From an optimization exercise on the open Yosys and OpenROAD flow, aimed at small area and few clock cycles per item; shortcuts taken in it are not production practice. Only simulation tests tie the RTL to the original design; equivalence was not proved. Power is estimated from default activity; no workload was simulated.

### flow/standard.sh
#!/bin/bash
# synth_recipe.tcl (not shown) runs the flow's synth.tcl, then flattens the netlist and writes it again
# the make line also repeats each setting of config.mk as NAME=value (left out here)
make -C /OpenROAD-flow-scripts/flow DESIGN_CONFIG=/design/flow/config.mk WORK_HOME=/design/flow/orfs CLKGATE_MAP_FILE= SYNTH_SCRIPT=/design/flow/synth_recipe.tcl "${@:-finish}"
### flow/constraint.sdc
create_clock -name core_clock -period 7.0 [get_ports {clk}]
set_input_delay 1.4000 -clock core_clock [delete_from_list [all_inputs] [get_ports {clk}]]
set_output_delay 1.4000 -clock core_clock [all_outputs]
set_load 0.01 [all_outputs]
### flow/config.mk
export PLATFORM = sky130hd
export DESIGN_NAME = bfc
export DESIGN_NICKNAME = bfc
export VERILOG_FILES = /design/flow/design.v
export SDC_FILE = /design/flow/constraint.sdc
export NUM_CORES = 4
export LEC_CHECK = 0
export ABC_AREA = 1
export CAP_MARGIN = 20
export CORE_MARGIN = 2
export CORE_UTILIZATION = 50
export CTS_BUF_LIST = sky130_fd_sc_hd__clkbuf_4
export GPL_TIMING_DRIVEN = 0
export PLACE_DENSITY = 0.65
export SLEW_MARGIN = 20
### flow/design.v
module bfc (
    input  wire        clk,
    input  wire        rst,         
    input  wire        cmd_valid,
    output wire        cmd_ready,
    input  wire [31:0] cmd_data,
    output wire        rsp_valid,
    input  wire        rsp_ready,
    output wire [31:0] rsp_data
);
    reg  [7:0] csum;
    reg  [2:0] status;      
    reg        ctrl_ckenf;
    assign cmd_ready = rsp_ready;
    assign rsp_valid = cmd_valid;
    wire accept = cmd_valid && rsp_ready;
    wire [7:0] op = cmd_data[31:24];
    wire [7:0] f2 = cmd_data[23:16];
    wire [7:0] f1 = cmd_data[15:8];
    wire [7:0] f0 = cmd_data[7:0];
    wire [3:0] bf_w  = cmd_data[15:12];
    wire [2:0] bf_lo = cmd_data[10:8];
    wire [3:0] n  = op[3:0];
    wire       gs = (op[7:4] == 4'h0);      
    wire       gu = (op[7:4] == 4'h1);      
    wire       gp = (op[7:4] == 4'h2);      
    wire       gk = (op[7:4] == 4'h3);      
    wire z16 = (cmd_data[23:16] == 8'd0);
    wire z14 = z16 && (cmd_data[15:14] == 2'd0);
    wire z8  = z14 && (cmd_data[13:8] == 6'd0);
    wire z3  = z8  && (cmd_data[7:3] == 5'd0);
    wire z1  = z3  && (cmd_data[2:1] == 2'd0);
    wire z0  = z1  && !cmd_data[0];
    wire [4:0] bf_end  = {2'b0, bf_lo} + {1'b0, bf_w};
    wire       bf_geom = (bf_w != 4'd0) && !cmd_data[11] && !bf_end[4] &&
                         (!bf_end[3] || (bf_end[2:0] == 3'd0));
    wire legal =
        (gs & (n == 4'd0 || n == 4'd1 || n == 4'd3) & z0) |
        (gs & (n == 4'd2) & z3) |
        (gs & (n == 4'd4) & z1) |
        (gs & (n == 4'd8) & z16 & bf_geom) |
        (gs & (n == 4'd9) & bf_geom) |
        (gu & (n <= 4'd8) & z8) |
        (gu & (n == 4'd9) & z16) |
        (gp & (n <= 4'd3 || n == 4'd5) & z16) |
        (gp & (n == 4'd4)) |
        (gp & (n >= 4'd6 && n <= 4'd8) & z8) |
        (gp & (n == 4'd9) & z14) |
        (gk & (n == 4'd0 || n == 4'd2) & z0) |
        (gk & (n == 4'd1 || n == 4'd3) & z8);
    wire q_s = (op[5:4] == 2'd0);
    wire q_u = (op[5:4] == 2'd1);
    wire q_p = (op[5:4] == 2'd2);
    wire q_k = (op[5:4] == 2'd3);
    wire n3 = n[3], n2 = n[2], n1 = n[1], n0 = n[0];
    wire [7:0] f0_rev;
    genvar gi;
    generate
        for (gi = 0; gi < 8; gi = gi + 1) begin : g_rev
            assign f0_rev[gi] = f0[7 - gi];
        end
    endgenerate
    wire [7:0] sh0 = f2 | (f0_rev & {8{~op[0]}});
    wire [7:0] sh1 = {bf_lo[0] ? sh0[6:0] : sh0[7:1], sh0[0]};
    wire [7:0] sh2 = {bf_lo[1] ? sh1[5:0] : sh1[7:2], sh1[1:0]};
    wire [7:0] sh4 = {bf_lo[2] ? sh2[3:0] : sh2[7:4], sh2[3:0]};
    wire [7:0] sh4_rev;
    wire [7:0] lt_w;
    wire [7:0] ge_lo;
    wire [7:0] lt_end;
    generate
        for (gi = 0; gi < 8; gi = gi + 1) begin : g_therm
            assign sh4_rev[gi] = sh4[7 - gi];
            assign lt_w[gi]    = (bf_w > gi);
            assign ge_lo[gi]   = (bf_lo <= gi);
            assign lt_end[gi]  = (bf_end[3:0] > gi);
        end
    endgenerate
    wire [7:0] bfx_val = {lt_w[7:1], 1'b1} & sh4_rev;
    wire [7:0] bf_m    = ge_lo & lt_end;
    wire [7:0] bfi_val = (f0 & ~bf_m) | (sh4 & bf_m);
    wire       dtrs_err = (f0[6:3] == 4'd15);
    wire [3:0] dtrs_d   = f0[6:3] + 4'd9;                  
    wire [7:0] dtrs_det = dtrs_err ? 8'd7 : {{4{f0[6:3] < 4'd7}}, dtrs_d};
    wire       sens_err = |f0[7:5];
    wire [2:0] sens_val = f0[4:2] | {3{sens_err}};
    wire       osc_err  = |f0[7:6];
    wire [4:0] osc_val  = f0[5:1] | {5{osc_err}};
    wire       lfo_err  = f0[3] & f0[2];
    wire [2:0] lfo_val  = {f0[3], f0[2] & ~f0[3], f0[1] | lfo_err};
    wire       trn_err  = f0[7] | f0[6] | (f0[5] & f0[4] & (f0[3:0] != 4'd0));
    wire       u99_err  = f0[7] | (f0[6] & f0[5] & (f0[4] | f0[3] | f0[2]));
    wire [7:0] u99_val  = u99_err ? 8'd99 : f0;
    wire [3:0] dtrs_p   = f1[3:0] + 4'd7;
    wire       is_alg   = n2 & n1 & ~n0;                   
    wire       is_trn   = n2 & n1 & n0;                    
    wire [7:0] ck_a     = {csum[7] & ~op[1], csum[6:0]};
    wire [7:0] ad_x     = {f0[7:5] & {3{~is_alg}}, f0[4:0]};
    wire       k_ualg   = q_u & is_alg;
    wire       k_palg   = q_p & is_alg;
    wire       k_utrn   = q_u & is_trn;
    wire [7:0] ad_k     = {k_utrn, k_utrn, k_utrn,
                           k_palg | (is_trn & op[5]),
                           k_palg | is_trn,
                           k_palg, k_palg,
                           k_palg | k_ualg};
    wire [7:0] ad_y     = q_k ? ~ck_a : ad_k;
    wire [7:0] ad_sum   = ad_x + ad_y;
    wire [7:0] csum_sub = ~ad_sum;                         
    wire       ck_miss  = (ad_sum != 8'hFF);
    wire [7:0] trn_val  = trn_err ? 8'd24 : ad_sum;
    wire [5:0] alg_u    = ad_sum[5:0];
    wire [4:0] alg_p    = ad_sum[4:0];
    wire [7:0] trn_p    = ad_sum;
    wire [2:0] stclr_val = status & ~f0[2:0];
    wire sel0 = (~op[5] & ~op[4] & op[3] & op[0]);
    wire sel1 = (~op[5] & ~op[4] & op[3] & ~op[0]);
    wire sel2 = (op[5] & op[4] & ~op[1] & op[0]);
    wire sel3 = (op[5] & op[4] & op[1]);
    wire sel4 = (~op[5] & ~op[4] & op[1] & op[0]);
    wire sel5 = (op[2] & ~op[1]) | (~op[5] & op[4] & ~op[2]) | (op[5] & ~op[4] & ~op[2]);
    wire sel6 = (op[2] & op[1] & ~op[0]) | (~op[4] & op[2] & op[1]);
    wire sel7 = (~op[5] & ~op[4] & op[1] & ~op[0]);
    wire sel8 = (~op[5] & ~op[4] & ~op[3] & ~op[1] & op[0]);
    wire sel9 = (op[4] & op[2] & op[1] & op[0]);
    wire sel10 = (op[4] & op[3] & ~op[0]);
    wire sel11 = (~op[5] & op[4] & ~op[2] & ~op[0]) | (~op[5] & op[4] & ~op[1] & op[0]) | (op[5] & ~op[4] & ~op[2] & ~op[0]) | (op[5] & ~op[4] & ~op[1] & op[0]);
    wire sel12 = (op[5] & ~op[4] & ~op[2] & op[1] & op[0]) | (op[5] & op[2] & ~op[1] & ~op[0]);
    wire sel13 = (op[5] & ~op[4] & ~op[3] & ~op[2] & ~op[0]);
    wire sel14 = (~op[5] & op[4] & ~op[1] & op[0]) | (op[5] & ~op[4] & ~op[1] & op[0]) | (op[5] & op[3]);
    wire sel15 = (op[2] & op[1]);
    wire sel16 = (op[5] & ~op[4] & ~op[3] & ~op[2] & ~op[1] & op[0]);
    wire sel17 = (~op[4] & op[2] & ~op[1] & op[0]);
    wire sel18 = (op[4] & op[3] & op[0]) | (op[5] & op[3]);
    wire sel19 = (op[5] & op[2] & ~op[1] & ~op[0]);
    wire sel20 = (op[5] & ~op[4] & ~op[2] & op[1] & op[0]);
    wire sel21 = (op[5] & ~op[4] & ~op[2] & op[1] & ~op[0]);
    wire sel22 = (op[4] & op[3]) | (op[5] & op[3]);
    wire sel23 = (op[4] & op[2] & op[1] & ~op[0]) | (~op[4] & op[2] & op[1] & op[0]);
    wire sel24 = (~op[4] & op[2] & op[1] & op[0]);
    wire sel25 = (op[5] & op[3] & ~op[0]);
    wire sel26 = (op[4] & op[3] & op[0]);
    wire sel27 = (op[5] & op[4] & op[1] & op[0]);
    wire sel28 = (op[5] & op[4] & op[1] & ~op[0]);
    wire sel29 = (op[5] & op[3] & op[0]);
    wire sel30 = (~op[5] & op[4] & ~op[3] & ~op[2] & ~op[1] & ~op[0]);
    wire sel31 = (~op[5] & op[4] & ~op[3] & ~op[2] & ~op[1] & op[0]);
    wire sel32 = (op[4] & op[2] & ~op[1] & op[0]);
    wire sel33 = (op[4] & op[2] & ~op[1] & ~op[0]);
    wire sel34 = (~op[5] & op[4] & ~op[2] & op[1] & op[0]);
    wire sel35 = (~op[5] & op[4] & ~op[2] & op[1] & ~op[0]);
    wire sel36 = (~op[5] & ~op[4] & op[2]);
    wire sel37 = (op[5] & op[4] & ~op[1] & ~op[0]);
    wire [7:0] r0, r1, r2;
    wire e0, e1, ckm;
    wire s_stclr, s_ctwr, s_ckclr, s_ckadd, s_ckcmp;
    assign r0[0] = sel0 & bfi_val[0] |
        sel1 & bfx_val[0] |
        sel2 & csum_sub[0] |
        sel3 & csum[0] |
        sel4 & ctrl_ckenf |
        sel5 & f0[0] |
        sel6 & ad_sum[0] |
        sel7 & stclr_val[0] |
        sel8 & status[0] |
        sel9 & ~trn_err & ad_sum[0] |
        sel10 & u99_err;
    assign r0[1] = sel0 & bfi_val[1] |
        sel1 & bfx_val[1] |
        sel2 & csum_sub[1] |
        sel3 & csum[1] |
        sel6 & ad_sum[1] |
        sel11 & f0[1] |
        sel12 & f1[0] |
        sel7 & stclr_val[1] |
        sel8 & status[1] |
        sel9 & ~trn_err & ad_sum[1] |
        sel10 & u99_err;
    assign r0[2] = sel0 & bfi_val[2] |
        sel1 & bfx_val[2] |
        sel2 & csum_sub[2] |
        sel3 & csum[2] |
        sel6 & ad_sum[2] |
        sel13 & f1[0] |
        sel14 & f0[2] |
        sel12 & f1[1] |
        sel7 & stclr_val[2] |
        sel8 & status[2] |
        sel9 & ~trn_err & ad_sum[2] |
        sel10 & ~u99_err & f0[2];
    assign r0[3] = sel0 & bfi_val[3] |
        sel1 & bfx_val[3] |
        sel2 & csum_sub[3] |
        sel3 & csum[3] |
        sel15 & ad_sum[3] |
        sel13 & f1[1] |
        sel16 & dtrs_p[0] |
        sel17 & f1[0] |
        sel12 & f1[2] |
        sel18 & f0[3] |
        sel9 & trn_err |
        sel10 & ~u99_err & f0[3];
    assign r0[4] = sel0 & bfi_val[4] |
        sel1 & bfx_val[4] |
        sel2 & csum_sub[4] |
        sel3 & csum[4] |
        sel15 & ad_sum[4] |
        sel16 & dtrs_p[1] |
        sel19 & f2[0] |
        sel20 & f1[3] |
        sel21 & f1[2] |
        sel18 & f0[4] |
        sel9 & trn_err |
        sel10 & ~u99_err & f0[4];
    assign r0[5] = sel0 & bfi_val[5] |
        sel1 & bfx_val[5] |
        sel2 & csum_sub[5] |
        sel3 & csum[5] |
        sel16 & dtrs_p[2] |
        sel19 & f2[1] |
        sel20 & f1[4] |
        sel21 & f1[3] |
        sel22 & f0[5] |
        sel23 & ad_sum[5] |
        sel9 & ~trn_err & ad_sum[5] |
        sel10 & u99_err;
    assign r0[6] = sel0 & bfi_val[6] |
        sel1 & bfx_val[6] |
        sel2 & csum_sub[6] |
        sel3 & csum[6] |
        sel16 & dtrs_p[3] |
        sel19 & f2[2] |
        sel20 & f1[5] |
        sel21 & f1[4] |
        sel22 & f0[6] |
        sel24 & ad_sum[6] |
        sel9 & ~trn_err & ad_sum[6] |
        sel10 & u99_err;
    assign r0[7] = sel0 & bfi_val[7] |
        sel1 & bfx_val[7] |
        sel2 & csum_sub[7] |
        sel20 & f1[6] |
        sel21 & f1[5] |
        sel24 & ad_sum[7] |
        sel25 & f0[7] |
        sel26 & (f0[7]|f1[0]) |
        sel9 & ~trn_err & ad_sum[7] |
        sel10 & ~u99_err & f0[7];
    assign r1[0] = sel27 & f0[0] |
        sel28 & csum[0] |
        sel29 & f0[7] |
        sel30 & f0[2] |
        sel31 & dtrs_det[0] |
        sel32 & f0[3] |
        sel33 & lfo_val[0] |
        sel34 & osc_val[0] |
        sel35 & sens_val[0] |
        sel26 & f1[1];
    assign r1[1] = sel27 & f0[1] |
        sel28 & csum[1] |
        sel29 & f1[0] |
        sel30 & f0[3] |
        sel31 & dtrs_det[1] |
        sel33 & lfo_val[1] |
        sel34 & osc_val[1] |
        sel35 & sens_val[1] |
        sel26 & f1[2];
    assign r1[2] = sel27 & f0[2] |
        sel28 & csum[2] |
        sel29 & f1[1] |
        sel31 & dtrs_det[2] |
        sel33 & lfo_val[2] |
        sel34 & osc_val[2] |
        sel35 & sens_val[2] |
        sel26 & f1[3];
    assign r1[3] = sel27 & f0[3] |
        sel28 & csum[3] |
        sel29 & f1[2] |
        sel31 & dtrs_det[3] |
        sel34 & osc_val[3] |
        sel26 & f1[4];
    assign r1[4] = sel27 & f0[4] |
        sel28 & csum[4] |
        sel29 & f1[3] |
        sel31 & dtrs_det[4] |
        sel34 & osc_val[4] |
        sel26 & f1[5];
    assign r1[5] = sel27 & f0[5] |
        sel28 & csum[5] |
        sel29 & f1[4] |
        sel31 & dtrs_det[5] |
        sel26 & f1[6];
    assign r1[6] = sel27 & f0[6] |
        sel28 & csum[6] |
        sel29 & f1[5] |
        sel31 & dtrs_det[6] |
        sel26 & f1[7];
    assign r1[7] = sel27 & f0[7] |
        sel28 & csum[7] |
        sel31 & dtrs_det[7];
    assign r2[0] = sel33 & f0[4] |
        sel26 & (f0[7]|f1[0]);
    assign r2[1] = sel33 & f0[5] |
        sel26 & f1[1];
    assign r2[2] = sel33 & f0[6] |
        sel26 & f1[2];
    assign r2[3] = sel26 & f1[3];
    assign r2[4] = sel26 & f1[4];
    assign r2[5] = sel26 & f1[5];
    assign r2[6] = sel26 & f1[6];
    assign r2[7] = sel26 & f1[7];
    assign e0 = sel9 & trn_err | sel10 & u99_err;
    assign e1 = sel31 & dtrs_err | sel35 & sens_err | sel34 & osc_err | sel33 & lfo_err;
    assign ckm = sel27 & ck_miss;
    assign s_stclr = sel7;
    assign s_ctwr = sel36;
    assign s_ckclr = sel37;
    assign s_ckadd = sel2;
    assign s_ckcmp = sel27;
    assign rsp_data = legal ? {4'd0, ckm, 1'b0, e1, e0, r2, r1, r0}
                            : 32'h8000_0000;
    always @(posedge clk) begin
        if (rst) begin
            csum       <= 8'd0;
            status     <= 3'd0;
            ctrl_ckenf <= 1'b0;
        end else if (accept) begin
            if (legal) begin
                if (s_ckclr)
                    csum <= 8'd0;
                else if (s_ckadd)
                    csum <= csum_sub;
                if (s_ctwr)
                    ctrl_ckenf <= f0[0];
                status <= (status & ~({3{s_stclr}} & f0[2:0])) |
                          {1'b0, ckm, e0 | e1 | (ckm & ctrl_ckenf)};
            end else begin
                status[2] <= 1'b1;
            end
        end
    end
endmodule
### flow/flow/dont_use.txt
sky130_fd_sc_hd__lpflow_bleeder_1
sky130_fd_sc_hd__lpflow_clkbufkapwr_1
sky130_fd_sc_hd__lpflow_clkbufkapwr_16
sky130_fd_sc_hd__lpflow_clkbufkapwr_2
sky130_fd_sc_hd__lpflow_clkbufkapwr_4
sky130_fd_sc_hd__lpflow_clkbufkapwr_8
sky130_fd_sc_hd__lpflow_clkinvkapwr_1
sky130_fd_sc_hd__lpflow_clkinvkapwr_16
sky130_fd_sc_hd__lpflow_clkinvkapwr_2
sky130_fd_sc_hd__lpflow_clkinvkapwr_4
sky130_fd_sc_hd__lpflow_clkinvkapwr_8
sky130_fd_sc_hd__lpflow_decapkapwr_12
sky130_fd_sc_hd__lpflow_decapkapwr_3
sky130_fd_sc_hd__lpflow_decapkapwr_4
sky130_fd_sc_hd__lpflow_decapkapwr_6
sky130_fd_sc_hd__lpflow_decapkapwr_8
sky130_fd_sc_hd__lpflow_inputiso0n_1
sky130_fd_sc_hd__lpflow_inputiso0p_1
sky130_fd_sc_hd__lpflow_inputiso1n_1
sky130_fd_sc_hd__lpflow_inputiso1p_1
sky130_fd_sc_hd__lpflow_inputisolatch_1
sky130_fd_sc_hd__lpflow_isobufsrc_1
sky130_fd_sc_hd__lpflow_isobufsrc_16
sky130_fd_sc_hd__lpflow_isobufsrc_2
sky130_fd_sc_hd__lpflow_isobufsrc_4
sky130_fd_sc_hd__lpflow_isobufsrc_8
sky130_fd_sc_hd__lpflow_isobufsrckapwr_16
sky130_fd_sc_hd__lpflow_lsbuf_lh_hl_isowell_tap_1
sky130_fd_sc_hd__lpflow_lsbuf_lh_hl_isowell_tap_2
sky130_fd_sc_hd__lpflow_lsbuf_lh_hl_isowell_tap_4
sky130_fd_sc_hd__lpflow_lsbuf_lh_isowell_4
sky130_fd_sc_hd__lpflow_lsbuf_lh_isowell_tap_1
sky130_fd_sc_hd__lpflow_lsbuf_lh_isowell_tap_2
sky130_fd_sc_hd__lpflow_lsbuf_lh_isowell_tap_4
sky130_fd_sc_hd__probe_p_8
sky130_fd_sc_hd__probec_p_8
### flow/flow/run.sh
#!/bin/bash
# Own layout flow: the standard synthesis, then the combinational logic
# re-mapped for area (registers untouched), then the standard layout with
# plain buf_1 port buffers.
set -euo pipefail
work=$(pwd)
plat=${FLOW_PLATFORM:-sky130hd}
res=$work/orfs/results/$plat/bfc/base
lib=$FLOW_HOME/platforms/$plat/lib/sky130_fd_sc_hd__tt_025C_1v80.lib
yosys_bin=$FLOW_HOME/../tools/install/yosys/bin/yosys
[[ -x $yosys_bin ]] || yosys_bin=yosys

# 1. standard synthesis
bash standard.sh synth > log_1_standard_synth.log 2>&1

# 2. re-map the logic between the registers
cp "$res/1_2_yosys.v" "$work/std_1_2_yosys.v"
du=$(sed 's/^/-dont_use /' "$work/flow/dont_use.txt" | tr '\n' ' ')
sed -e "s#{LIB}#$lib#g" -e "s#{IN}#$work/std_1_2_yosys.v#" \
    -e "s#{ABC}#$work/flow/area.abc#" -e "s#{DONT_USE}#$du#" \
    -e "s#{STAT}#$work/remap_stat.txt#" -e "s#{OUT}#$work/remap_1_2_yosys.v#" \
    "$work/flow/remap.ys" > "$work/remap.ys"
(cd "$work" && "$yosys_bin" -l "$work/log_2_remap.log" -q remap.ys) > /dev/null 2>&1
sleep 1
cp "$work/remap_1_2_yosys.v" "$res/1_2_yosys.v"
touch "$res/1_2_yosys.v"

# 3. standard layout from the re-mapped netlist
bash standard.sh "BUFFER_PORTS_ARGS=-buffer_cell sky130_fd_sc_hd__buf_1" finish > log_3_standard_finish.log 2>&1
### flow/flow/remap.ys
# Re-map the combinational logic of the standard synthesis for area.
# The registers stay as the standard synthesis made them (same instances,
# names and cell types); only the logic between them is re-mapped.
read_liberty -ignore_miss_func {LIB}
read_verilog {IN}
hierarchy -top bfc
setattr -mod -set keep_hierarchy 1 sky130_fd_sc_hd__*df* sky130_fd_sc_hd__*dl*
flatten
opt_clean
abc -script {ABC} -liberty {LIB} {DONT_USE}
opt_clean -purge
hilomap -singleton -hicell sky130_fd_sc_hd__conb_1 HI -locell sky130_fd_sc_hd__conb_1 LO
insbuf -buf sky130_fd_sc_hd__buf_1 A X
splitnets
opt_clean -purge
select -module bfc
tee -o {STAT} stat -liberty {LIB}
write_verilog -noattr -noexpr -nohex -nodec -selected {OUT}
### flow/flow/area.abc
strash; dc2; balance -l; resub -K 6 -l; rewrite -l; resub -K 6 -N 2 -l; refactor -l; resub -K 8 -l; balance -l; resub -K 8 -N 2 -l; rewrite -l; resub -K 10 -l; rewrite -z -l; resub -K 10 -N 2 -l; balance -l; resub -K 12 -l; refactor -z -l; resub -K 12 -N 2 -l; rewrite -z -l; balance -l; &get -n; &deepsyn -T 30; &put
dch -f; amap -F 1000 -A 1000 -C 1000; topo
==> results of run 1 <==
-- metal layers --
| metal | vias up | GRT usage |
|---|---|---|
| met4 | 0 | 0.181 |
| met3 | 89 | 0.137 |
| met2 | 451 | 0.644 |
| met1 | 1796 | 0.600 |
| met5 | - | 0 |
| li1 | 1826 | - |
-- what timing repair did --
action,in CTS,in global routing
resized for setup,1,2
endpoints found under the setup margin,2,4
endpoints found under the hold margin,0,0
-- final cells by class --
type	count	area [µm²]	area share
Clock inverter	1	3.75	0.00131
Sequential cell	12	240	0.0837
Timing Repair Buffer	66	262	0.0911
Buffer	6	22.5	0.00784
Multi-Input combinational cell	361	1980	0.689
Inverter	69	259	0.0902
Clock buffer	3	22.5	0.00784
Tap cell	67	83.8	0.0292
-- per-stage QoR --
stage | instance area (µm²) | TNS [ns] | total power, W | std cells | hold slack (ns)
after global placement | 2820 | -13.26 | 0.000236 | 580 | 0.467
final | 2870 | 0 | 0.000295 | 585 | 0.482
after detailed placement | 2840 | -0.142 | 0.000236 | 581 | 0.466
after floorplan | 2490 | 0 | 0.000175 | 448 | 0.452
after CTS | 2870 | 0 | 0.000281 | 585 | 0.481
after global routing | 2870 | 0 | 0.000308 | 585 | 0.528
-- final timing paths --
path | startpoint | endpoint | slack [ns] | depth (start not counted)
max | cmd_data[8] | rsp_data[6] | 0.30 | 18
min | csum[7] | csum[7] | 0.48 | 2
max reg2reg | csum[1] | status[0] | 4.01 | 17
min reg2reg | csum[7] | csum[7] | 0.48 | 2
-- registers in the layout, indices dropped and copies added (netlist names) --
register and flops:
ctrl_ckenf 1, csum 8, status 3
-- where the power goes --
group	leakage [nW]	internal (W)	switching [W]
clock	0.0154	0.0000207	0.0000263
combinational	0.748	0.0000502	0.000128
sequential	0.0968	0.0000687	0.000000498
-- worst min-delay path, delay by kind of cell (launching register included) --
family / cells / cell delay, ns
AOI/OAI and AO/OA: 1 / 0.07
buffers and inverters: 1 / 0.05
DFF: 1 / 0.32
==> parameters.txt, run 1 <==
Parameter                              Value

Detailed routing
  Router iterations before antenna repair    6
  Antenna-violating nets left    0
  Met2 routed WL    approximately 5000 µm
  DR top layer    met4
  Via total after detailed routing    ~4200
  DRC errors left    0
  Wl on met1    around 4600 µm
  Mean number of vias per cell    between 7 and 8
  DRT iter0 DRCs    between 1000 and 1500
  Met3 routed WL    2060 µm
  Routed length per placed instance    21.2 µm
  Total Routed Length    ~12000 µm

Global route
  Vias in the first global route    ~3600
  First-pass GRT wire length    18600 µm
  Final global-route overflow total    0
  Pin count of the biggest net entering global routing    35
  Number of antenna violations at the first check in global routing    0
  Overall track demand over capacity in global routing    0.440

Power and ir drop
  Maximum resistive drop on vdd    about 0.14 mV
  Power density over the cells    between 100 and 150 nW/µm²
  Leakage Power    ~0.86 nW

Critical path
  Combined buffer and inverter count along the critical path    3
  Data required, critical path    approximately 5.6 ns
  CP top delay family    compound AO/OA/AOI/OAI gates
  CP arrival    about 5.3 ns
  Crit path capture type    output pin
  CP Max Fanout    14
  Type of element launching the critical path    input port
  Max stage delay on crit path    approximately 0.65 ns
  Standard cell with the maximum stage delay on the critical path    sky130_fd_sc_hd__clkinv_1
  Cell Chain, Critical Path    buf_1 > clkinv_1 > nor2_1 > nor2_1 > a21oi_1 > o22ai_1 > o21ai_0 > nor2_1 > nor2_1 > o21a_1 > o311ai_0 > o21ai_0 > o21ai_0 > nor4_1 > o21ai_0 > a21oi_1 > nor2_1 > buf_1
  Dominant cell type by count on the critical path    sky130_fd_sc_hd__nor2_1
  Startpoint-to-endpoint class of the critical path    in2out

STA
  Final worst path period share    0.957
  Final setup violation count    0
  RSZ-0062 raised after global routing    false
  Total count of max-transition violations in the final report    0
  PnR worst setup slack    ~0.3 ns
  Min Tclk post-route    between 6 and 7 ns
  Worst Tran Pin Value    between 0.8 and 0.9 ns
  Maximum clock skew at final layout    around 0.015 ns
  Hold violation count in the final report    0
  Worst slew slack as a fraction of its limit    0.447
  Maximum operating frequency    roughly 0.15 GHz

Logic synthesis
  Synth warnings    1
  Synthesized area divided by synthesized cell count    5.57 µm²
  Cell count after synthesis    445
  Netlist area before placement    approximately 2500 µm²

CTS
  Maximum count of clock buffers along a single path    2
  TritonCTS clock tree    built
  # clock sinks    12
  Setup fix buffers added after clock tree synthesis    0
  Clock buffers created by TritonCTS    3
  Clock transition at the registers of the reported paths    roughly 0.09 ns
  Root buffer cell    sky130_fd_sc_hd__clkbuf_4
  Clock insertion delay at the later pin of the skew report    0.29 ns
  CTS Hold Bufs    0
  H-tree depth    1

Place
  Pre-CTS setup slack    -0.142 ns
  Sum of net half-perimeters after detailed placement    a little over 9000 µm
  Number of buffer cells added on primary ports    between 60 and 70
  Final RePlAce weighted congestion    roughly 1.1

Floorplanning
  Die Wd    between 70 and 80 µm
  Initial core utilization    0.521
  Die height    roughly 74 µm
  Number of rows in the core area    25
  Number of placed I/O pins    70
  Core Box Area    4750 µm²
  Die Area    5530 µm²

Layout
  Commonest non-fill, non-tap cells in the layout    sky130_fd_sc_hd__nor2_1, sky130_fd_sc_hd__clkinv_1, sky130_fd_sc_hd__buf_1
  Ratio of cells with drive above 1 in the final layout    0.0154
  Share of the core filled with cells    0.604
  Synthesis-to-finish area growth    15.9%
  Most frequent standard cell in the layout excluding fill and tap cells    sky130_fd_sc_hd__nor2_1
  Layout net count    555
  Antenna diode instance count    0
  Number of inserted filler cells in the final layout    a little over 500

Min path
  Worst min path class    reg2reg

Run
  Max-cap violation count    0

Run status
  Status  no timing/DRC/antenna violations
Testbench counts, summed over its fixed seeds: cycles 17,559, items 17,559.
==> run 2: changes to the inputs <==
--- a/flow/design.v
+++ b/flow/design.v
@@ -8,7 +8,7 @@
     input  wire        rsp_ready,
     output wire [31:0] rsp_data
 );
-    reg  [7:0] csum;
+    reg  [7:0] csum_n;      
     reg  [2:0] status;      
     reg        ctrl_ckenf;
     assign cmd_ready = rsp_ready;
@@ -94,7 +94,7 @@
     wire [3:0] dtrs_p   = f1[3:0] + 4'd7;
     wire       is_alg   = n2 & n1 & ~n0;                   
     wire       is_trn   = n2 & n1 & n0;                    
-    wire [7:0] ck_a     = {csum[7] & ~op[1], csum[6:0]};
+    wire [7:0] csum     = ~csum_n;
     wire [7:0] ad_x     = {f0[7:5] & {3{~is_alg}}, f0[4:0]};
     wire       k_ualg   = q_u & is_alg;
     wire       k_palg   = q_p & is_alg;
@@ -104,7 +104,7 @@
                            k_palg | is_trn,
                            k_palg, k_palg,
                            k_palg | k_ualg};
-    wire [7:0] ad_y     = q_k ? ~ck_a : ad_k;
+    wire [7:0] ad_y     = q_k ? {csum_n[7] | op[1], csum_n[6:0]} : ad_k;
     wire [7:0] ad_sum   = ad_x + ad_y;
     wire [7:0] csum_sub = ~ad_sum;                         
     wire       ck_miss  = (ad_sum != 8'hFF);
@@ -321,15 +321,15 @@
                             : 32'h8000_0000;
     always @(posedge clk) begin
         if (rst) begin
-            csum       <= 8'd0;
+            csum_n     <= 8'hFF;
             status     <= 3'd0;
             ctrl_ckenf <= 1'b0;
         end else if (accept) begin
             if (legal) begin
                 if (s_ckclr)
-                    csum <= 8'd0;
+                    csum_n <= 8'hFF;
                 else if (s_ckadd)
-                    csum <= csum_sub;
+                    csum_n <= ad_sum;
                 if (s_ctwr)
                     ctrl_ckenf <= f0[0];
                 status <= (status & ~({3{s_stclr}} & f0[2:0])) |
==> flow/flow/run.sh (replaced) <==
#!/bin/bash
# Own layout flow: the standard synthesis, then the combinational logic
# between the registers re-mapped for area with a few ABC scripts (the
# smallest result with enough pre-layout timing slack is kept; registers
# untouched), then the standard layout
# with plain buf_1 port buffers.
set -euo pipefail
work=$(pwd)
plat=${FLOW_PLATFORM:-sky130hd}
res=$work/orfs/results/$plat/bfc/base
lib=$FLOW_HOME/platforms/$plat/lib/sky130_fd_sc_hd__tt_025C_1v80.lib
yosys_bin=$FLOW_HOME/../tools/install/yosys/bin/yosys
[[ -x $yosys_bin ]] || yosys_bin=yosys

# 1. standard synthesis
bash standard.sh synth > log_1_standard_synth.log 2>&1

# 2. re-map the logic between the registers, one run per ABC script
cp "$res/1_2_yosys.v" "$work/std_1_2_yosys.v"
du=$(sed 's/^/-dont_use /' "$work/flow/dont_use.txt" | tr '\n' ' ')
nff_std=$(grep -c 'sky130_fd_sc_hd__[a-z]*df[a-z0-9_]* ' "$work/std_1_2_yosys.v" || true)
best=""
best_area=""
best_ok=0
for abc in "$work"/flow/area*.abc; do
    t=$(basename "$abc" .abc)
    sed -e "s#{LIB}#$lib#g" -e "s#{IN}#$work/std_1_2_yosys.v#" \
        -e "s#{ABC}#$abc#" -e "s#{DONT_USE}#$du#" \
        -e "s#{STAT}#$work/remap_$t.stat#" -e "s#{OUT}#$work/remap_$t.v#" \
        "$work/flow/remap.ys" > "$work/remap_$t.ys"
    ( cd "$work" && "$yosys_bin" -l "$work/log_2_remap_$t.log" -q "remap_$t.ys" > /dev/null 2>&1 || true ) &
done
wait
plat_dir=$FLOW_HOME/platforms/$plat
or_bin=$FLOW_HOME/../tools/install/OpenROAD/bin/openroad
[[ -x $or_bin ]] || or_bin=openroad
min_slack=1.0
best_slack=""
for abc in "$work"/flow/area*.abc; do
    t=$(basename "$abc" .abc)
    [[ -s $work/remap_$t.v && -s $work/remap_$t.stat ]] || continue
    nff=$(grep -c 'sky130_fd_sc_hd__[a-z]*df[a-z0-9_]* ' "$work/remap_$t.v" || true)
    [[ $nff == "$nff_std" ]] || continue
    a=$(sed -n 's/.*Chip area for module .*: \([0-9.]*\).*/\1/p' "$work/remap_$t.stat" | head -1)
    [[ -n $a ]] || continue
    s=$(TECH_LEF=$plat_dir/lef/sky130_fd_sc_hd.tlef SC_LEF=$plat_dir/lef/sky130_fd_sc_hd_merged.lef \
        LIB=$lib NL=$work/remap_$t.v SDC=$work/constraint.sdc \
        "$or_bin" -no_init -exit "$work/flow/sta.tcl" 2> "$work/log_2_sta_$t.err" | tee "$work/log_2_sta_$t.log" |
        sed -n 's/^worst slack max \([-0-9.]*\).*/\1/p' | head -1)
    [[ -n $s ]] || continue
    echo "$t area $a slack $s" >> "$work/remap_areas.txt"
    # smallest area among those with enough slack for the layout; failing
    # that, the largest slack
    ok=$(awk -v s="$s" -v m="$min_slack" 'BEGIN{print (s >= m) ? 1 : 0}')
    if [[ $ok == 1 ]]; then
        if [[ -z $best_area || $best_ok == 0 ]] || awk -v a="$a" -v b="$best_area" 'BEGIN{exit !(a < b)}'; then
            best=$t; best_area=$a; best_slack=$s; best_ok=1
        fi
    elif [[ -z $best_area ]] || { [[ $best_ok == 0 ]] && awk -v s="$s" -v b="$best_slack" 'BEGIN{exit !(s > b)}'; }; then
        best=$t; best_area=$a; best_slack=$s; best_ok=0
    fi
done
echo "chosen: ${best:-standard} ${best_area} ${best_slack}" >> "$work/remap_areas.txt"
if [[ -n $best ]]; then
    sleep 1
    cp "$work/remap_$best.v" "$res/1_2_yosys.v"
    touch "$res/1_2_yosys.v"
fi

# 3. standard layout from the re-mapped netlist
bash standard.sh "BUFFER_PORTS_ARGS=-buffer_cell sky130_fd_sc_hd__buf_1" finish > log_3_standard_finish.log 2>&1
==> flow/flow/area1.abc (new file) <==
strash; dc2; balance -l; resub -K 6 -l; rewrite -l; resub -K 6 -N 2 -l; refactor -l; resub -K 8 -l; balance -l; resub -K 8 -N 2 -l; rewrite -l; resub -K 10 -l; rewrite -z -l; resub -K 10 -N 2 -l; balance -l; resub -K 12 -l; refactor -z -l; resub -K 12 -N 2 -l; rewrite -z -l; balance -l; &get -n; &deepsyn -T 30; &put
dch -f; amap -F 1000 -A 1000 -C 1000; topo
==> flow/flow/area3.abc (new file) <==
strash; dc2; balance -l; resub -K 6 -l; rewrite -l; resub -K 6 -N 2 -l; refactor -l; resub -K 8 -l; balance -l; resub -K 8 -N 2 -l; rewrite -l; resub -K 10 -l; rewrite -z -l; resub -K 10 -N 2 -l; balance -l; resub -K 12 -l; refactor -z -l; resub -K 12 -N 2 -l; rewrite -z -l; balance -l; &get -n; &deepsyn -T 30; &put
dch -f; amap; topo
==> flow/flow/area4.abc (new file) <==
strash; dc2; balance -l; resub -K 6 -l; rewrite -l; resub -K 6 -N 2 -l; refactor -l; resub -K 8 -l; balance -l; resub -K 8 -N 2 -l; rewrite -l; resub -K 10 -l; rewrite -z -l; resub -K 10 -N 2 -l; balance -l; resub -K 12 -l; refactor -z -l; resub -K 12 -N 2 -l; rewrite -z -l; balance -l; &get -n; &deepsyn -T 120; &put
dch -f; amap -F 1000 -A 1000 -C 1000; topo
==> flow/flow/area5.abc (new file) <==
strash; dc2; balance -l; resub -K 6 -l; rewrite -l; resub -K 6 -N 2 -l; refactor -l; resub -K 8 -l; balance -l; resub -K 8 -N 2 -l; rewrite -l; resub -K 10 -l; rewrite -z -l; resub -K 10 -N 2 -l; balance -l; resub -K 12 -l; refactor -z -l; resub -K 12 -N 2 -l; rewrite -z -l; balance -l; &get -n; &deepsyn -T 30; &put
dch -f; amap -F 1000 -A 1000 -C 1000; topo; buffer -c; upsize -c -D 2800; dnsize -c -D 2800
==> flow/flow/sta.tcl (new file) <==
# Pre-layout worst setup slack of a re-mapped netlist (no parasitics).
read_lef $::env(TECH_LEF)
read_lef $::env(SC_LEF)
read_liberty $::env(LIB)
read_verilog $::env(NL)
link_design bfc
read_sdc $::env(SDC)
report_worst_slack -max
--- a/flow/config.mk
+++ b/flow/config.mk
@@ -12,4 +12,5 @@
 export CTS_BUF_LIST = sky130_fd_sc_hd__clkbuf_4
 export GPL_TIMING_DRIVEN = 0
 export PLACE_DENSITY = 0.65
+export SETUP_SLACK_MARGIN = 0.3
 export SLEW_MARGIN = 20
removed: flow/flow/area.abc
==> parameters.txt, run 2 <==
Parameter                              Value

Layout
  Antenna diode instance count    0 (unchanged)
  Layout net count    537 (-3.2%)
  Biggest regs    csum_n x8, status x3, ctrl_ckenf x1
  Synthesis-to-finish area growth    17.6%
  Number of flip-flops under the largest register name    8 (unchanged)
  Most frequent standard cell in the layout excluding fill and tap cells    sky130_fd_sc_hd__nor2_1
  Ratio of cells with drive above 1 in the final layout    0.0461 (+0.0306)
  Share of the core filled with cells    0.606 (+0.00241)
  Commonest non-fill, non-tap cells in the layout    sky130_fd_sc_hd__nor2_1, sky130_fd_sc_hd__buf_1, sky130_fd_sc_hd__clkinv_1
  Register with the highest flop count    csum_n
  Number of standard cells in the layout, taps in and fillers out    566 (-3.2%)

Place
  Inst Count DP    562 (-3.3%)
  Number of buffer cells added on primary ports    65 (unchanged)
  Sum of net half-perimeters after detailed placement    9190 µm (-1.3%)
  Final RePlAce weighted congestion    1.07 (-2.9%)

Min path
  Worst min path class    reg2reg

Logic synthesis
  Synth warnings    1 (unchanged)
  Synthesized area divided by synthesized cell count    5.70 µm² (+2.4%)
  Cell count after synthesis    427 (-4.0%)
  Netlist area before placement    2430 µm² (-1.7%)

STA
  Min Tclk post-route    6.73 ns (+0.0302 ns)
  Maximum clock skew at final layout    0.00848 ns (-0.00620 ns)
  Final setup violation count    0 (unchanged)
  Worst Tran Pin Value    0.665 ns (-0.165 ns)
  Final worst path period share    0.962 (+0.00432)
  Maximum operating frequency    0.149 GHz (-0.45%)
  RSZ-0062 raised after global routing    true
  Hold violation count in the final report    0 (unchanged)
  Total count of max-transition violations in the final report    0 (unchanged)
  Worst slew slack as a fraction of its limit    0.553 (+0.106)
  Total negative slack    0 ns (unchanged)

Power and ir drop
  Leakage Power    0.851 nW (-1.1%)
  Power density over the cells    98.6 nW/µm² (-3.9%)
  Total power consumption of the routed design    0.000282 W (-4.2%)
  Maximum resistive drop on vdd    0.0661 mV (-53%)

Floorplanning
  Die height    73.8 µm (-0.81%)
  Number of placed I/O pins    70 (unchanged)
  Number of rows in the core area    25 (unchanged)
  Initial core utilization    0.515 (-0.00556)
  Die Wd    73.8 µm (-0.81%)
  Die Area    5440 µm² (-1.6%)
  Core Box Area    4720 µm² (-0.66%)

Run
  Max-cap violation count    0 (unchanged)

Detailed routing
  Routed length per placed instance    21.9 µm (+3.5%)
  Antenna-violating nets left    0 (unchanged)
  Total Routed Length    12400 µm (about the same)
  Mean number of vias per cell    7.25 (+1.9%)
  DRC errors left    0 (unchanged)
  DRT iter0 DRCs    962 (-5.6%)
  Router iterations before antenna repair    9 (+3)
  Via total after detailed routing    4103 (-1.4%)

Global route
  Overall track demand over capacity in global routing    0.462 (+0.0211)
  First-pass GRT wire length    19100 µm (+2.4%)
  Pin count of the biggest net entering global routing    25 (-29%)
  Vias in the first global route    3564 (-0.97%)
  Grt met1 use    0.617 (+0.0172)
  Global Route met3 Usage    0.117 (-0.0203)
  Number of antenna violations at the first check in global routing    0 (unchanged)
  Grt peak-use layer    met2
  Met2 routing resource usage after global routing    0.684 (+0.0395)
  Final global-route overflow total    0 (unchanged)

CTS
  Clock transition at the registers of the reported paths    0.07 ns (-0.02 ns)
  Clock insertion delay at the later pin of the skew report    0.29 ns (about the same)
  Clock buffers created by TritonCTS    3 (unchanged)
  TritonCTS clock tree    built
  # clock sinks    12 (unchanged)
  Maximum count of clock buffers along a single path    2 (unchanged)
  H-tree depth    1 (unchanged)
  Root buffer cell    sky130_fd_sc_hd__clkbuf_4

Critical path
  Type of element launching the critical path    input port
  Startpoint-to-endpoint class of the critical path    in2out
  CP arrival    5.33 ns (+0.03 ns)
  Crit path capture type    output pin
  CP Max Fanout    20 (+6)
  Data required, critical path    5.60 ns (about the same)

Run status
  Status  no timing/DRC/antenna violations
[run 2: routing by layer]
| metal | wire length (µm) | up-vias |
|---|---|---|
| met4 | 893 | 0 |
| met2 | 5070 | 444 |
| met1 | 4400 | 1775 |
| met3 | 2050 | 112 |
| li1 | - | 1772 |
| met5 | 0 | - |
[run 2: power by group]
group / switching [W] / total, W / internal (W)
logic: 0.000121 / 0.000168 / 0.0000469
clock network: 0.0000256 / 0.0000456 / 0.0000201
registers: 0.000000224 / 0.0000689 / 0.0000687
[run 2: worst max-delay path, cell delays in order]
cell                         delay [ns]
sky130_fd_sc_hd__buf_1             0.43
sky130_fd_sc_hd__clkinvlp_4        0.47
sky130_fd_sc_hd__nor3_1            0.36
sky130_fd_sc_hd__o21ai_0           0.12
sky130_fd_sc_hd__o41a_1            0.12
sky130_fd_sc_hd__o22ai_1           0.23
sky130_fd_sc_hd__o21a_1            0.13
sky130_fd_sc_hd__a31oi_1           0.04
sky130_fd_sc_hd__o32a_1            0.17
sky130_fd_sc_hd__o21a_1            0.20
sky130_fd_sc_hd__nor3_4            0.33
sky130_fd_sc_hd__clkinv_4          0.28
sky130_fd_sc_hd__nor2_2            0.34
sky130_fd_sc_hd__clkinv_1          0.14
sky130_fd_sc_hd__o21ai_0           0.21
sky130_fd_sc_hd__a311oi_1          0.07
sky130_fd_sc_hd__o21ai_0           0.10
sky130_fd_sc_hd__buf_1             0.17
[run 2: final timing paths]
check | to | slack [ns] | startpoint | cells after the start
worst max-delay path | rsp_data[14] | 0.27 | cmd_data[25] | 18
worst min-delay path | status[2] | 0.52 | status[2] | 2
worst max register to register | status[0] | 3.58 | csum_n[1] | 17
worst min register to register | status[2] | 0.52 | status[2] | 2
[run 2: what timing repair did]
action / CTS / global route
gates resized for setup: 13 / 14
pin swaps: 0 / 1
gates cloned: 0 / 0
hold buffers: 0 / 0
setup buffers: 0 / 1
endpoints found under the setup margin: 30 / 6
hold endpoints to repair: 0 / 0
[run 2: layout make-up]
cell class | instances | area (µm²)
Inverter | 60 | 248
Buffer | 6 | 22.5
Fill cell | 511 | 1860
Multi-Input combinational cell | 352 | 1990
Clock buffer | 3 | 22.5
Tap cell | 67 | 83.8
Timing Repair Buffer | 66 | 260
Sequential cell | 12 | 240
[run 2: metrics by stage]
step	area, µm²	hold slack [ns]	worst slack (ns)
3_3_place_gp	2770	0.502	-1.64
6_report	2860	0.518	0.269
4_1_cts	2830	0.515	0.285
2_1_floorplan	2450	0.456	1.21
3_5_place_dp	2770	0.500	-1.54
5_1_grt	2860	0.551	0.226
Testbench counts of run 2, summed over its fixed seeds: cycles 17,559, items 17,559.
==> run 3: changes to the inputs <==
--- a/flow/flow/run.sh
+++ b/flow/flow/run.sh
@@ -34,7 +34,7 @@
 plat_dir=$FLOW_HOME/platforms/$plat
 or_bin=$FLOW_HOME/../tools/install/OpenROAD/bin/openroad
 [[ -x $or_bin ]] || or_bin=openroad
-min_slack=1.0
+min_slack=1.3
 best_slack=""
 for abc in "$work"/flow/area*.abc; do
     t=$(basename "$abc" .abc)
--- a/flow/config.mk
+++ b/flow/config.mk
@@ -12,5 +12,5 @@
 export CTS_BUF_LIST = sky130_fd_sc_hd__clkbuf_4
 export GPL_TIMING_DRIVEN = 0
 export PLACE_DENSITY = 0.65
-export SETUP_SLACK_MARGIN = 0.3
+export SETUP_SLACK_MARGIN = 0.2
 export SLEW_MARGIN = 20
==> parameters.txt, run 3 <==
Parameter                              Value

Critical path
  Crit path capture type    output pin
  CP Max Fanout    10 (-50%)
  Cell Chain, Critical Path    buf_1 > inv_1 > nor2_1 > nand2_1 > o41a_1 > o22ai_1 > o21a_1 > a31oi_1 > o32a_1 > o21a_1 > nor3_4 > inv_1 > buf_2 > nor2_1 > inv_1 > o21ai_0 > a311oi_1 > o21ai_0 > buf_1
  CP top delay family    compound AO/OA/AOI/OAI gates
  Origin of the critical flop-to-flop path    csum_n[1]
  Max stage delay on crit path    0.36 ns (-0.11 ns)
  Combined buffer and inverter count along the critical path    6 (+1)
  Critical path origin    cmd_data[26]
  Flop-to-flop setup slack    3.71 ns (+0.13 ns)
  Worst reg-to-reg path cell count    17 (unchanged)
  Startpoint-to-endpoint class of the critical path    in2out
  Type of element launching the critical path    input port
  Critical Path End    rsp_data[14]
  Path length in cells of the critical path    19 (+1)
  CP arrival    5.14 ns (-0.19 ns)
  Dominant cell type by count on the critical path    sky130_fd_sc_hd__inv_1
  RR Endpoint    status[0]
  Data required, critical path    5.60 ns (about the same)
  Standard cell with the maximum stage delay on the critical path    sky130_fd_sc_hd__buf_1

STA
  RSZ-0062 raised after global routing    false
  Hold violation count in the final report    0 (unchanged)
  Total count of max-transition violations in the final report    0 (unchanged)
  Total negative slack    0 ns (unchanged)
  Maximum operating frequency    0.153 GHz (+3.0%)
  Maximum clock skew at final layout    0.00948 ns (+0.00100 ns)
  Worst Tran Pin Value    0.691 ns (+0.0260 ns)
  Final worst path period share    0.934 (-0.0280)
  Final setup violation count    0 (unchanged)
  Min Tclk post-route    6.54 ns (-0.196 ns)
  Worst slew slack as a fraction of its limit    0.539 (-0.0133)

Detailed routing
  Routed length per placed instance    20.6 µm (-5.9%)
  DRT iter0 DRCs    839 (-13%)
  Total Routed Length    11900 µm (-4.1%)
  Mean number of vias per cell    7.03 (-3.0%)
  DRC errors left    0 (unchanged)
  Router iterations before antenna repair    9 (unchanged)
  Via total after detailed routing    4058 (-1.1%)
  Antenna-violating nets left    0 (unchanged)

CTS
  Maximum count of clock buffers along a single path    2 (unchanged)
  H-tree depth    1 (unchanged)
  TritonCTS clock tree    built
  CTS Hold Bufs    0 (unchanged)
  # clock sinks    12 (unchanged)
  Resized Gates After CTS    0 (-13)
  Setup fix buffers added after clock tree synthesis    0 (unchanged)
  Clock buffers created by TritonCTS    3 (unchanged)
  Clock insertion delay at the later pin of the skew report    0.27 ns (-0.02 ns)
  Clock transition at the registers of the reported paths    0.08 ns (about the same)
  Root buffer cell    sky130_fd_sc_hd__clkbuf_4

Floorplanning
  Number of placed I/O pins    70 (unchanged)
  Number of rows in the core area    25 (unchanged)
  Die Wd    74.4 µm (+0.82%)
  Die height    74.4 µm (+0.82%)
  Core Box Area    4750 µm² (+0.66%)
  Die Area    5530 µm² (+1.6%)
  Initial core utilization    0.521 (+0.00556)

Place
  Sum of net half-perimeters after detailed placement    9170 µm (-0.24%)
  Final RePlAce weighted congestion    1.08 (+1.2%)
  Number of buffer cells added on primary ports    65 (unchanged)

Layout
  Synthesis-to-finish area growth    15.5%
  Biggest regs    csum_n x8, status x3, ctrl_ckenf x1
  Ratio of cells with drive above 1 in the final layout    0.0294 (-0.0167)
  Register with the highest flop count    csum_n
  Layout net count    547 (+1.9%)
  Number of flip-flops under the largest register name    8 (unchanged)
  Most frequent standard cell in the layout excluding fill and tap cells    sky130_fd_sc_hd__nor2_1
  Antenna diode instance count    0 (unchanged)
  Commonest non-fill, non-tap cells in the layout    sky130_fd_sc_hd__nor2_1, sky130_fd_sc_hd__buf_1, sky130_fd_sc_hd__inv_1

Global route
  Overall track demand over capacity in global routing    0.432 (-0.0299)
  First-pass GRT wire length    18000 µm (-5.8%)
  Vias in the first global route    3451 (-3.2%)
  Number of antenna violations at the first check in global routing    0 (unchanged)
  Final global-route overflow total    0 (unchanged)
  Pin count of the biggest net entering global routing    25 (unchanged)

Power and ir drop
  Leakage Power    1.01 nW (+18%)
  Maximum resistive drop on vdd    0.107 mV (+62%)
  Power density over the cells    96.9 nW/µm² (-1.7%)
  Total power consumption of the routed design    0.000277 W (-1.8%)

Run
  Max-cap violation count    0 (unchanged)

Logic synthesis
  Synth warnings    1 (unchanged)
  Netlist area before placement    2480 µm² (+1.7%)
  Synthesized area divided by synthesized cell count    5.66 µm² (-0.81%)
  Cell count after synthesis    438 (+2.6%)

Min path
  Worst min path class    reg2reg

Run status
  Status  no timing/DRC/antenna violations
run 3: worst min-delay path, cell delays in order, from the launching register on:
cell and delay (ns):
sky130_fd_sc_hd__dfxtp_1 0.31, sky130_fd_sc_hd__o21ai_0 0.07, sky130_fd_sc_hd__a31oi_1 0.08
run 3: worst min-delay path by stage:
stage / from / to / depth (start not counted) / slack, ns
2_1_floorplan: ctrl_ckenf / status[0] / 2 / 0.46
3_3_place_gp: csum_n[7] / csum_n[7] / 1 / 0.49
3_5_place_dp: csum_n[7] / csum_n[7] / 1 / 0.49
4_1_cts: csum_n[7] / csum_n[7] / 1 / 0.51
5_1_grt: csum_n[7] / csum_n[7] / 1 / 0.54
6_report: status[0] / status[0] / 2 / 0.51
run 3: layer usage:
metal / vias up / wire length (µm) / global-route usage
li1: 1787 / - / -
met1: 1777 / 4500 / 0.577
met2: 412 / 4800 / 0.633
met3: 82 / 1890 / 0.121
met4: 0 / 712 / 0.220
met5: - / 0 / 0
run 3: report_power, final:
group	internal (W)	switching [W]
Combinational	0.0000473	0.000118
Sequential	0.0000687	0.000000216
Clock	0.0000206	0.0000226
run 3: layout make-up:
type,count,area [µm²]
multi-input cells,352,1970
inverters,60,225
well taps,67,83.8
repair buffers,65,248
flip-flops and latches,12,240
clock buffers,3,22.5
clock inverters,1,3.75
plain buffers,17,65.1
fillers,556,1890
run 3: through the flow:
| step | hold WS (ns) | cell area (µm²) | cells | utilization | worst slack (ns) |
|---|---|---|---|---|---|
| 2_1_floorplan | 0.456 | 2490 | 441 | - | 1.70 |
| 3_3_place_gp | 0.492 | 2820 | 573 | 0.592 | 0.303 |
| 3_5_place_dp | 0.491 | 2820 | 573 | 0.592 | 0.249 |
| 4_1_cts | 0.510 | 2840 | 577 | 0.598 | 0.250 |
| 5_1_grt | 0.540 | 2860 | 577 | 0.602 | 0.248 |
| 6_report | 0.506 | 2860 | 577 | 0.602 | 0.465 |
==> run 4: changes to the inputs <==
==> flow/flow/area6.abc (new file) <==
strash; dc2; balance -l; resub -K 6 -l; rewrite -l; resub -K 6 -N 2 -l; refactor -l; resub -K 8 -l; balance -l; resub -K 8 -N 2 -l; rewrite -l; resub -K 10 -l; rewrite -z -l; resub -K 10 -N 2 -l; balance -l; resub -K 12 -l; refactor -z -l; resub -K 12 -N 2 -l; rewrite -z -l; balance -l; &get -n; &deepsyn -T 30; &put
dch -f; amap -F 1000 -A 1000 -C 1000; topo; upsize -c -D 3000; dnsize -c -D 3000
==> flow/flow/area7.abc (new file) <==
strash; dc2; balance -l; resub -K 6 -l; rewrite -l; resub -K 6 -N 2 -l; refactor -l; resub -K 8 -l; balance -l; resub -K 8 -N 2 -l; rewrite -l; resub -K 10 -l; rewrite -z -l; resub -K 10 -N 2 -l; balance -l; resub -K 12 -l; refactor -z -l; resub -K 12 -N 2 -l; rewrite -z -l; balance -l; &get -n; &deepsyn -T 30; &put
dch -f; amap -F 1000 -A 1000 -C 1000; topo; upsize -c -D 2800; dnsize -c -D 2800
--- a/flow/config.mk
+++ b/flow/config.mk
@@ -8,9 +8,9 @@
 export ABC_AREA = 1
 export CAP_MARGIN = 20
 export CORE_MARGIN = 2
-export CORE_UTILIZATION = 50
+export CORE_UTILIZATION = 65
 export CTS_BUF_LIST = sky130_fd_sc_hd__clkbuf_4
 export GPL_TIMING_DRIVEN = 0
-export PLACE_DENSITY = 0.65
+export PLACE_DENSITY = 0.8
 export SETUP_SLACK_MARGIN = 0.2
 export SLEW_MARGIN = 20
removed: flow/flow/area3.abc
==> parameters.txt, run 4 <==
Parameter                              Value

Run status
  Status  no timing/DRC/antenna violations

Layout
  Layout net count    541 (-1.1%)
  Antenna diode instance count    0 (unchanged)
  Register with the highest flop count    csum_n
  Number of standard cells in the layout, taps in and fillers out    552 (-4.3%)
  Ratio of cells with drive above 1 in the final layout    0.0496 (+0.0202)
  Biggest regs    csum_n x8, status x3, ctrl_ckenf x1
  Post-route standard cell area excluding fillers    2880 µm² (+0.61%)
  Most frequent standard cell in the layout excluding fill and tap cells    sky130_fd_sc_hd__nor2_1
  Synthesis-to-finish area growth    17.7%
  Number of flip-flops under the largest register name    8 (unchanged)
  Commonest non-fill, non-tap cells in the layout    sky130_fd_sc_hd__nor2_1, sky130_fd_sc_hd__buf_1, sky130_fd_sc_hd__clkinv_1

Logic synthesis
  Synth warnings    1 (unchanged)
  Netlist area before placement    2440 µm² (-1.3%)
  Cell count after synthesis    427 (-2.5%)
  Synthesized area divided by synthesized cell count    5.73 µm² (+1.2%)

STA
  PnR worst setup slack    0.413 ns (-0.0522 ns)
  Worst slew slack as a fraction of its limit    0.490 (-0.0498)
  Maximum clock skew at final layout    0.00291 ns (-0.00657 ns)
  Worst Tran Pin Value    0.766 ns (+0.0747 ns)
  Final setup violation count    0 (unchanged)
  Final worst path period share    0.941 (+0.00746)
  RSZ-0062 raised after global routing    false
  Hold violation count in the final report    0 (unchanged)
  Min Tclk post-route    6.59 ns (+0.0522 ns)
  Maximum operating frequency    0.152 GHz (-0.79%)
  Hold WS    0.523 ns (+0.0173 ns)
  Total count of max-transition violations in the final report    0 (unchanged)

Global route
  First-pass GRT wire length    16900 µm (-5.7%)
  Vias in the first global route    3427 (-0.70%)
  Overall track demand over capacity in global routing    0.511 (+0.0791)
  Final global-route overflow total    0 (unchanged)
  Number of antenna violations at the first check in global routing    0 (unchanged)
  Pin count of the biggest net entering global routing    25 (unchanged)

Floorplanning
  Die height    65.3 µm (-12%)
  Number of placed I/O pins    70 (unchanged)
  Core Box Area    3630 µm² (-24%)
  Number of rows in the core area    22 (-12%)
  Die Area    4270 µm² (-23%)
  Die Wd    65.3 µm (-12%)
  Initial core utilization    0.673 (+0.152)

CTS
  Clock buffers created by TritonCTS    3 (unchanged)
  # clock sinks    12 (unchanged)
  CTS Hold Bufs    0 (unchanged)
  TritonCTS clock tree    built
  Maximum count of clock buffers along a single path    2 (unchanged)
  H-tree depth    1 (unchanged)
  Clock transition at the registers of the reported paths    0.08 ns (about the same)
  Clock insertion delay at the later pin of the skew report    0.27 ns (about the same)
  Root buffer cell    sky130_fd_sc_hd__clkbuf_4

Place
  Inst Count DP    543 (-5.2%)
  Pre-CTS setup slack    -0.430 ns (-0.679 ns)
  Final RePlAce weighted congestion    1.16 (+7.3%)
  Number of buffer cells added on primary ports    65 (unchanged)
  Sum of net half-perimeters after detailed placement    8270 µm (-9.8%)
  Instance area after placement    2760 µm² (-2.0%)

Critical path
  CP top delay family    simple AND/OR/NAND/NOR gates
  Worst reg-to-reg path cell count    14 (-3)
  Combined buffer and inverter count along the critical path    6 (unchanged)
  Type of element launching the critical path    input port
  Cell Chain, Critical Path    buf_1 > nor2_1 > clkinv_1 > nor2_1 > clkinv_1 > nor3_2 > a31oi_1 > o32a_1 > o21a_1 > nor3_4 > inv_2 > nor2_2 > clkinv_1 > o21ai_0 > a311oi_1 > o21ai_0 > buf_1
  Data required, critical path    5.60 ns (about the same)
  Startpoint-to-endpoint class of the critical path    in2out
  CP arrival    5.19 ns (+0.05 ns)
  Standard cell with the maximum stage delay on the critical path    sky130_fd_sc_hd__nor3_2
  Dominant cell type by count on the critical path    sky130_fd_sc_hd__clkinv_1
  Crit path capture type    output pin
  Path length in cells of the critical path    17 (-2)
  Max stage delay on crit path    0.35 ns (about the same)
  CP Max Fanout    20 (+10)

Run
  Max-cap violation count    0 (unchanged)

Detailed routing
  DRC errors left    0 (unchanged)
  Routed length per placed instance    20.7 µm (+0.34%)
  DRT iter0 DRCs    1201 (+43%)
  Antenna-violating nets left    0 (unchanged)
  Via total after detailed routing    4271 (+5.2%)
  Mean number of vias per cell    7.74 (+10%)
  Router iterations before antenna repair    14 (+5)
  Total Routed Length    11400 µm (-4.0%)

Min path
  Number of instances on the worst hold path    1 (-1)
  Worst min path class    reg2reg

Power and ir drop
  Maximum resistive drop on vdd    0.104 mV (-2.7%)
  Power density over the cells    98.7 nW/µm² (+1.8%)
  Leakage Power    0.863 nW (-14%)
-- run 4: layer usage --
metal	vias to the layer above	GRT usage	share of wire
met2	514	0.753	0.38
met3	177	0.212	0.18
met5	-	0	0
met4	0	0.253	0.10
met1	1791	0.637	0.33
li1	1789	-	-
-- run 4: area by class of cell --
type | instances | area (µm²)
Clock buffer | 3 | 22.5
Buffer | 6 | 22.5
Fill cell | 307 | 756
Sequential cell | 12 | 240
Inverter | 60 | 243
Tap cell | 48 | 60.1
Clock inverter | 1 | 3.75
Multi-Input combinational cell | 352 | 1990
Timing Repair Buffer | 70 | 293
-- run 4: through the flow --
step                power (W)  setup TNS (ns)   util
floorplan            0.000167               0      -
detailed placement   0.000221           -1.43  0.760
global placement     0.000218          -0.672  0.760
global route         0.000295               0  0.792
finish               0.000284               0  0.792
CTS                  0.000264               0  0.770
-- run 4: where the power goes --
part           switching (W)  internal, W  leakage (nW)
combinational       0.000121    0.0000490         0.750
sequential       0.000000229    0.0000687        0.0972
clock              0.0000244    0.0000207        0.0154
total               0.000146     0.000138         0.863
-- run 4: path summary, 6_finish.rpt --
kind | startpoint | end | slack, ns
worst max-delay path | cmd_data[10] | rsp_data[14] | 0.41
worst min register to register | csum_n[7] | csum_n[7] | 0.52
worst min-delay path | csum_n[7] | csum_n[7] | 0.52
worst max register to register | csum_n[1] | status[0] | 3.63
-- run 4: what timing repair did --
action | in CTS | in global routing
endpoints found under the setup margin | 18 | 9
buffers inserted | 0 | 5
gates cloned | 0 | 0
pin swaps | 0 | 0
endpoints found under the hold margin | 0 | 0
resized for setup | 4 | 13
==> run 5: changes to the inputs <==
--- a/flow/config.mk
+++ b/flow/config.mk
@@ -8,9 +8,9 @@
 export ABC_AREA = 1
 export CAP_MARGIN = 20
 export CORE_MARGIN = 2
-export CORE_UTILIZATION = 65
+export CORE_UTILIZATION = 50
 export CTS_BUF_LIST = sky130_fd_sc_hd__clkbuf_4
 export GPL_TIMING_DRIVEN = 0
-export PLACE_DENSITY = 0.8
-export SETUP_SLACK_MARGIN = 0.2
+export PLACE_DENSITY = 0.65
+export SETUP_SLACK_MARGIN = 0.35
 export SLEW_MARGIN = 20
==> parameters.txt, run 5 <==
Parameter                              Value

Power and ir drop
  Switch Pwr    0.000154 W (+5.8%)
  Total power consumption of the routed design    0.000292 W (+2.8%)
  Comb power frac    0.593 (-0.006)
  Leakage Power    0.868 nW (+0.63%)
  Clock network fraction of design power    0.171 (+0.012)
  Power density over the cells    101 nW/µm² (+2.0%)
  Maximum resistive drop on vdd    0.0946 mV (-9.2%)
  Sequential fraction of design power    0.236 (-0.007)
  Switching share of power    0.528 (+0.0148)
  Internal power    0.000138 W (-0.33%)

Logic synthesis
  Cell count after synthesis    427 (unchanged)
  Synth warnings    1 (unchanged)
  Synthesized area divided by synthesized cell count    5.73 µm² (unchanged)
  Netlist area before placement    2440 µm² (unchanged)

Global route
  First-pass GRT wire length    19100 µm (+13%)
  Overall track demand over capacity in global routing    0.464 (-0.0472)
  Final global-route overflow total    0 (unchanged)
  Pin count of the biggest net entering global routing    25 (unchanged)
  Number of antenna violations at the first check in global routing    0 (unchanged)
  Vias in the first global route    3499 (+2.1%)

Floorplanning
  Die Area    5460 µm² (+28%)
  Initial core utilization    0.518 (-0.155)
  Number of placed I/O pins    70 (unchanged)
  Number of rows in the core area    25 (+14%)
  Die height    73.9 µm (+13%)
  Die Wd    73.9 µm (+13%)
  Core Box Area    4720 µm² (+30%)

STA
  Hold WS    0.525 ns (+0.00218 ns)
  RSZ-0062 raised after global routing    true
  Maximum operating frequency    0.153 GHz (+1.0%)
  Maximum clock skew at final layout    0.00121 ns (-0.00170 ns)
  Final setup violation count    0 (unchanged)
  Total negative slack    0 ns (unchanged)
  Final worst path period share    0.932 (-0.00938)
  Worst slew slack as a fraction of its limit    0.550 (+0.0602)
  Worst Tran Pin Value    0.669 ns (-0.0964 ns)
  Hold violation count in the final report    0 (unchanged)
  Total count of max-transition violations in the final report    0 (unchanged)
  Min Tclk post-route    6.52 ns (-0.0656 ns)

Detailed routing
  DRC errors left    0 (unchanged)
  Routed length per placed instance    22.3 µm (+7.6%)
  Router iterations before antenna repair    10 (-4)
  Via total after detailed routing    4203 (-1.6%)
  Antenna-violating nets left    0 (unchanged)
  DRT iter0 DRCs    1032 (-14%)
  Mean number of vias per cell    7.39 (-4.5%)
  Total Routed Length    12700 µm (+11%)

Min path
  Worst min path class    reg2reg
  Worst Min Path Start    csum_n[2]

Layout
  Share of the core filled with cells    0.614 (-0.178)
  Post-route standard cell area excluding fillers    2900 µm² (+0.78%)
  Antenna diode instance count    0 (unchanged)
  Synthesis-to-finish area growth    18.6%
  Number of flip-flops under the largest register name    8 (unchanged)
  Layout net count    539 (-0.37%)
  Register with the highest flop count    csum_n
  Commonest non-fill, non-tap cells in the layout    sky130_fd_sc_hd__nor2_1, sky130_fd_sc_hd__buf_1, sky130_fd_sc_hd__clkinv_1
  Most frequent standard cell in the layout excluding fill and tap cells    sky130_fd_sc_hd__nor2_1
  Biggest regs    csum_n x8, status x3, ctrl_ckenf x1
  Ratio of cells with drive above 1 in the final layout    0.0598 (+0.0102)

Place
  Sum of net half-perimeters after detailed placement    9390 µm (+14%)
  Instance area after placement    2780 µm² (+0.86%)
  Number of buffer cells added on primary ports    65 (unchanged)
  Final RePlAce weighted congestion    1.10 (-5.3%)

Critical path
  Startpoint-to-endpoint class of the critical path    in2out
  Type of element launching the critical path    input port
  Origin of the critical flop-to-flop path    csum_n[1]
  Flop-to-flop setup slack    3.67 ns (+0.04 ns)
  Critical path origin    cmd_data[24]
  Data required, critical path    5.60 ns (about the same)
  Crit path capture type    output pin
  CP arrival    5.12 ns (-0.07 ns)
  CP Max Fanout    24 (+20%)

CTS
  H-tree depth    1 (unchanged)
  Clock buffers created by TritonCTS    3 (unchanged)
  Maximum count of clock buffers along a single path    2 (unchanged)
  Clock transition at the registers of the reported paths    0.09 ns (about the same)
  Clock insertion delay at the later pin of the skew report    0.29 ns (+0.02 ns)
  CTS Hold Bufs    0 (unchanged)
  Root buffer cell    sky130_fd_sc_hd__clkbuf_4
  TritonCTS clock tree    built
  # clock sinks    12 (unchanged)

Run status
  Status  no timing/DRC/antenna violations

Run
  Max-cap violation count    0 (unchanged)
-- run 5: final cells by class --
class                   instances  area (µm²)
multi-input cells             352        2000
well taps                      67        83.8
fillers                       497        1820
plain buffers                   6        22.5
repair buffers                 68         283
flip-flops and latches         12         240
clock buffers                   3        22.5
clock inverters                 1        3.75
inverters                      60         245
-- run 5: stage by stage --
stage               setup slack (ns)  cells
global placement              -0.389    562
global route                   0.300    569
finish                         0.478    569
floorplan                       1.56    430
detailed placement            -0.403    562
CTS                            0.318    566
-- run 5: metal layers --
layer | vias to the layer above | wire (µm) | GRT usage
met5 | - | 0 | 0
met4 | 0 | 846 | 0.158
met3 | 109 | 2210 | 0.143
met2 | 476 | 5130 | 0.696
met1 | 1826 | 4500 | 0.628
li1 | 1792 | - | -
-- run 5: worst max-delay path, stage by stage --
cell and delay, ns:
sky130_fd_sc_hd__clkdlybuf4s15_2 0.57, sky130_fd_sc_hd__inv_4 0.23, sky130_fd_sc_hd__a22oi_1 0.30, sky130_fd_sc_hd__o21ai_0 0.17
sky130_fd_sc_hd__nor2_1 0.16, sky130_fd_sc_hd__a21oi_1 0.09, sky130_fd_sc_hd__o22ai_1 0.20, sky130_fd_sc_hd__nor2_1 0.08
sky130_fd_sc_hd__nor2_1 0.32, sky130_fd_sc_hd__o22ai_1 0.21, sky130_fd_sc_hd__a21oi_1 0.26, sky130_fd_sc_hd__nor2_1 0.08
sky130_fd_sc_hd__a21oi_1 0.27, sky130_fd_sc_hd__clkinv_1 0.17, sky130_fd_sc_hd__o311ai_2 0.36, sky130_fd_sc_hd__clkinv_1 0.10
sky130_fd_sc_hd__buf_1 0.13
-- run 5: path summary, 6_finish.rpt --
path             endpoint  cells after the start
max          rsp_data[27]                     17
min             csum_n[2]                      2
max reg2reg     status[0]                     16
min reg2reg     csum_n[2]                      2
-- run 5: what timing repair did --
item | 4_1_cts | 5_1_grt
buffers inserted | 0 | 3
pin swaps | 0 | 0
endpoints found under the setup margin | 27 | 17
resized for setup | 10 | 17
-- run 5: power by group through the flow --
stage,logic (W),clock network (W),registers (W)
global placement,0.000154,0,0.0000705
CTS,0.000156,0.0000489,0.0000689
floorplan,0.0000969,0,0.0000704
global route,0.000183,0.0000508,0.0000690
finish,0.000173,0.0000499,0.0000690
detailed placement,0.000154,0,0.0000705

## static timing again, ports no longer ideal
No port has a modelled driver above. Below, the same layouts with a new extraction and two added sets of constraints. Step 1, drivers: a clkbuf_16 drives clk and a buf_2 each remaining input, both assumed. Step 2 times the ports against the registers' clock, not the clock port: input delays grow and output delays shrink by t, the midpoint of the rising clock arrivals with the driver on. Slacks: ideal / step 1 / step 2; pairs: ideal / step 1.
run	t (ns)	slack for setup (ns)	worst register clock-pin slew, ns
run 1	0.300	0.299 / 0.272 / 0.272	0.09 / 0.09
run 2	0.308	0.269 / 0.238 / 0.238	0.08 / 0.08
run 3	0.289	0.465 / 0.437 / 0.437	0.08 / 0.08
run 4	0.290	0.413 / 0.391 / 0.391	0.08 / 0.08
run 5	0.321	0.478 / 0.450 / 0.450	0.09 / 0.09
After both steps every run listed still meets setup and hold. For run 2, which loses most, drivers alone change the setup slack by -0.031 ns; drivers and shift together by -0.031 ns.
